What follows belongs to an exercise in optimizing a design on an open flow for a short achievable clock period and few clock cycles per item; a production flow would make more cautious choices.
Where RTL was checked, it was by simulation tests only, not by an equivalence proof against the original.
No activity file was given, so power comes from the tool's default toggle rates.

== the baseline ==
==> flow/design.v (excerpt) <==
module rlc_decoder (
    input  wire        clk,
    input  wire        rst,           
    input  wire        arm,
    input  wire [5:0]  cfg_dw,        
    input  wire [4:0]  cfg_c,         
    input  wire [15:0] cfg_limit,     
    input  wire [6:0]  cfg_ratio,     
    output wire        idle,
    input  wire        rx_valid,
    input  wire [7:0]  rx_data,
    output wire        rx_ready,
    output wire        out_valid,
    input  wire        out_ready,
    output wire [31:0] out_data,
    output wire        out_pre,
    output wire        done,
    output wire        done_err,
    output wire [31:0] total_samples,
    output wire [31:0] delay_value
);
For scale: ~150 I/O pins, about 47000 um2 of cells after synthesis.
==> flow/config.mk <==
export PLATFORM = sky130hd
export DESIGN_NAME = rlc_decoder
export DESIGN_NICKNAME = rlc_decoder
export VERILOG_FILES = /design/flow/design.v
export SDC_FILE = /design/flow/constraint.sdc
export NUM_CORES = 4
export LEC_CHECK = 0
export ABC_CLOCK_PERIOD_IN_PS = 1800
export CAP_MARGIN = 20
export CORE_MARGIN = 2
export CORE_UTILIZATION = 40
export SETUP_SLACK_MARGIN = 5
export SLEW_MARGIN = 20
==> flow/constraint.sdc <==
create_clock -name core_clock -period 8.0 [get_ports {clk}]
set_input_delay 1.6000 -clock core_clock [delete_from_list [all_inputs] [get_ports {clk}]]
set_output_delay 1.6000 -clock core_clock [all_outputs]
set_load 0.01 [all_outputs]
standard.sh (not shown) runs the stock make flow with config.mk's settings and CLKGATE_MAP_FILE= SYNTH_SCRIPT=/design/flow/synth_recipe.tcl, a recipe that flattens the netlist after the stock synthesis.
==> flow/flow/run.sh <==
#!/bin/bash
set -euo pipefail
bash standard.sh SETUP_SLACK_MARGIN=5.6 finish > orfs_make.log 2>&1
The final layout from the baseline, which completed every stage, passed the timing, design-rule and antenna checks at the end of the flow.
The inputs of the candidate differ from those of the baseline as listed below.
Settings: ABC_CLOCK_PERIOD_IN_PS changed from 1800 to 2500.
--- outcome ---
The candidate vs. the baseline: total die area neither gained nor lost much, power neither gained nor lost much, sum of routed wire segments on met1 neither gained nor lost much.
The candidate -> the baseline: worst slew margin relative to its limit delta 0, exact match
Comparing the baseline against the candidate, there is no change at all in summed instance area of the synthesized netlist.
Function was not checked in any run of this note: the RTL went through the layout flow alone.

* * *

## red
Another version of the RTL of rlc_decoder (not shown whole).
Size in the first run: ~3300 cells after synthesis, ~880 flip-flops.
export LEC_CHECK = 0
export ABC_CLOCK_PERIOD_IN_PS = 2500
export CAP_MARGIN = 20
export CORE_MARGIN = 2
export CORE_UTILIZATION = 40
export SETUP_SLACK_MARGIN = 5
export SLEW_MARGIN = 20
create_clock -name core_clock -period 8.0 [get_ports {clk}]
Scripts as last shown in full above: flow/flow/run.sh
Modified inputs, blue compared to red
-- flow/config.mk --
<<< red, line 9
export CAP_MARGIN = 20
export CORE_MARGIN = 2
export CORE_UTILIZATION = 40
export SETUP_SLACK_MARGIN = 5
export SLEW_MARGIN = 20
>>> blue, line 9
export CAP_MARGIN = 20
export CORE_MARGIN = 2
export CORE_UTILIZATION = 55
export CTS_CLUSTER_DIAMETER = 60
export CTS_CLUSTER_SIZE = 30
export SETUP_SLACK_MARGIN = 5
export SLEW_MARGIN = 20
Findings:
The run showing the smaller combinational share of power is red. Row final HPWL from detailed placement: blue higher / red lower. | setup slack | blue vs red | 0.012 ns lower |. Per the comparison of blue with red, routed wire length rose by about 2.2%, global-route usage over all layers rose by 8.5 points, non-clock buffer count rose by 21.
No run of this note included a check of the RTL's function; only the layout flow was run.

* * *

== v17 ==
Another version of the RTL of rlc_decoder (not shown whole).
Size: roughly 3900 cells after synthesis, roughly 1100 flip-flops, about 48000 um2 of cells after synthesis.
clock: 8.0 ns
lec_check: 0
abc_clock_period_in_ps: 2500
cap_margin: 20
core_margin: 2
core_utilization: 60
place_density: 0.7
setup_slack_margin: 5
slew_margin: 20
Scripts as last shown in full above: flow/flow/run.sh
The final layout from v17, which completed every stage, passed the timing, design-rule and antenna checks at the end of the flow.
Testbench counts of v17, summed over its fixed seeds: cycles 33,214, items 24,455.
--- input diff v17..v21 ---
# v17
export LEC_CHECK = 0
export ABC_CLOCK_PERIOD_IN_PS = 2500
export CAP_MARGIN = 20
export CORE_MARGIN = 2
export CORE_UTILIZATION = 60
export PLACE_DENSITY = 0.7
export SETUP_SLACK_MARGIN = 5
export SLEW_MARGIN = 20
create_clock -name core_clock -period 8.0 [get_ports {clk}]
# v21
export LEC_CHECK = 0
export ABC_CLOCK_PERIOD_IN_PS = 2500
export CAP_MARGIN = 20
export CORE_MARGIN = 2
export CORE_UTILIZATION = 40
export SETUP_SLACK_MARGIN = 5
export SLEW_MARGIN = 20
create_clock -name core_clock -period 8.0 [get_ports {clk}]
### Flow results
Cell with the biggest individual delay on the critical path: edfxtp_1 -> v21, ha_4 -> v17. Taking v17 as the reference, in v21 combinational share of power +0.3 points, clock transition at the registers of the reported paths ~0 delta, area of the core +50%.

-- re-timing with driven ports --
How much do the figures lean on ideal ports? The routed layouts below were timed once more, with nothing changed but the port constraints.
Step 1 (the two cells are an assumption about what drives the block):
set clk [get_ports {clk}]
set_driving_cell -lib_cell sky130_fd_sc_hd__clkbuf_16 $clk
set_driving_cell -lib_cell sky130_fd_sc_hd__buf_2 [delete_from_list [all_inputs] $clk]
Step 2 adds t to the input delays and takes it off the output delays; t is the mean of the earliest and latest rising clock arrival at the registers after step 1. Input paths then give back, and output paths get back, about the clock's delay inside the block.
Slacks: ideal ports / drivers / drivers and shift; pairs: ideal ports / drivers.
| run | shift t [ns] | setup slack, ns | worst hold slack (ns) |
|---|---|---|---|
| the baseline | 0.766 | 4.842 / 4.842 / 4.320 | 0.326 / 0.326 / 0.326 |
| the candidate | 0.766 | 4.842 / 4.842 / 4.320 | 0.326 / 0.326 / 0.326 |
| red | 0.758 | 5.080 / 5.005 / 4.586 | 0.333 / 0.333 / 0.333 |
| blue | 0.744 | 5.068 / 4.999 / 4.604 | 0.340 / 0.340 / 0.340 |
| v17 | 0.738 | 5.091 / 5.101 / 4.363 | 0.328 / 0.328 / 0.328 |
| v21 | 0.734 | 5.110 / 5.110 / 4.484 | 0.325 / 0.325 / 0.325 |
After both steps every run listed still meets setup and hold. For v17, which loses most, drivers alone change the setup slack by +0.010 ns; drivers and shift together by -0.728 ns.
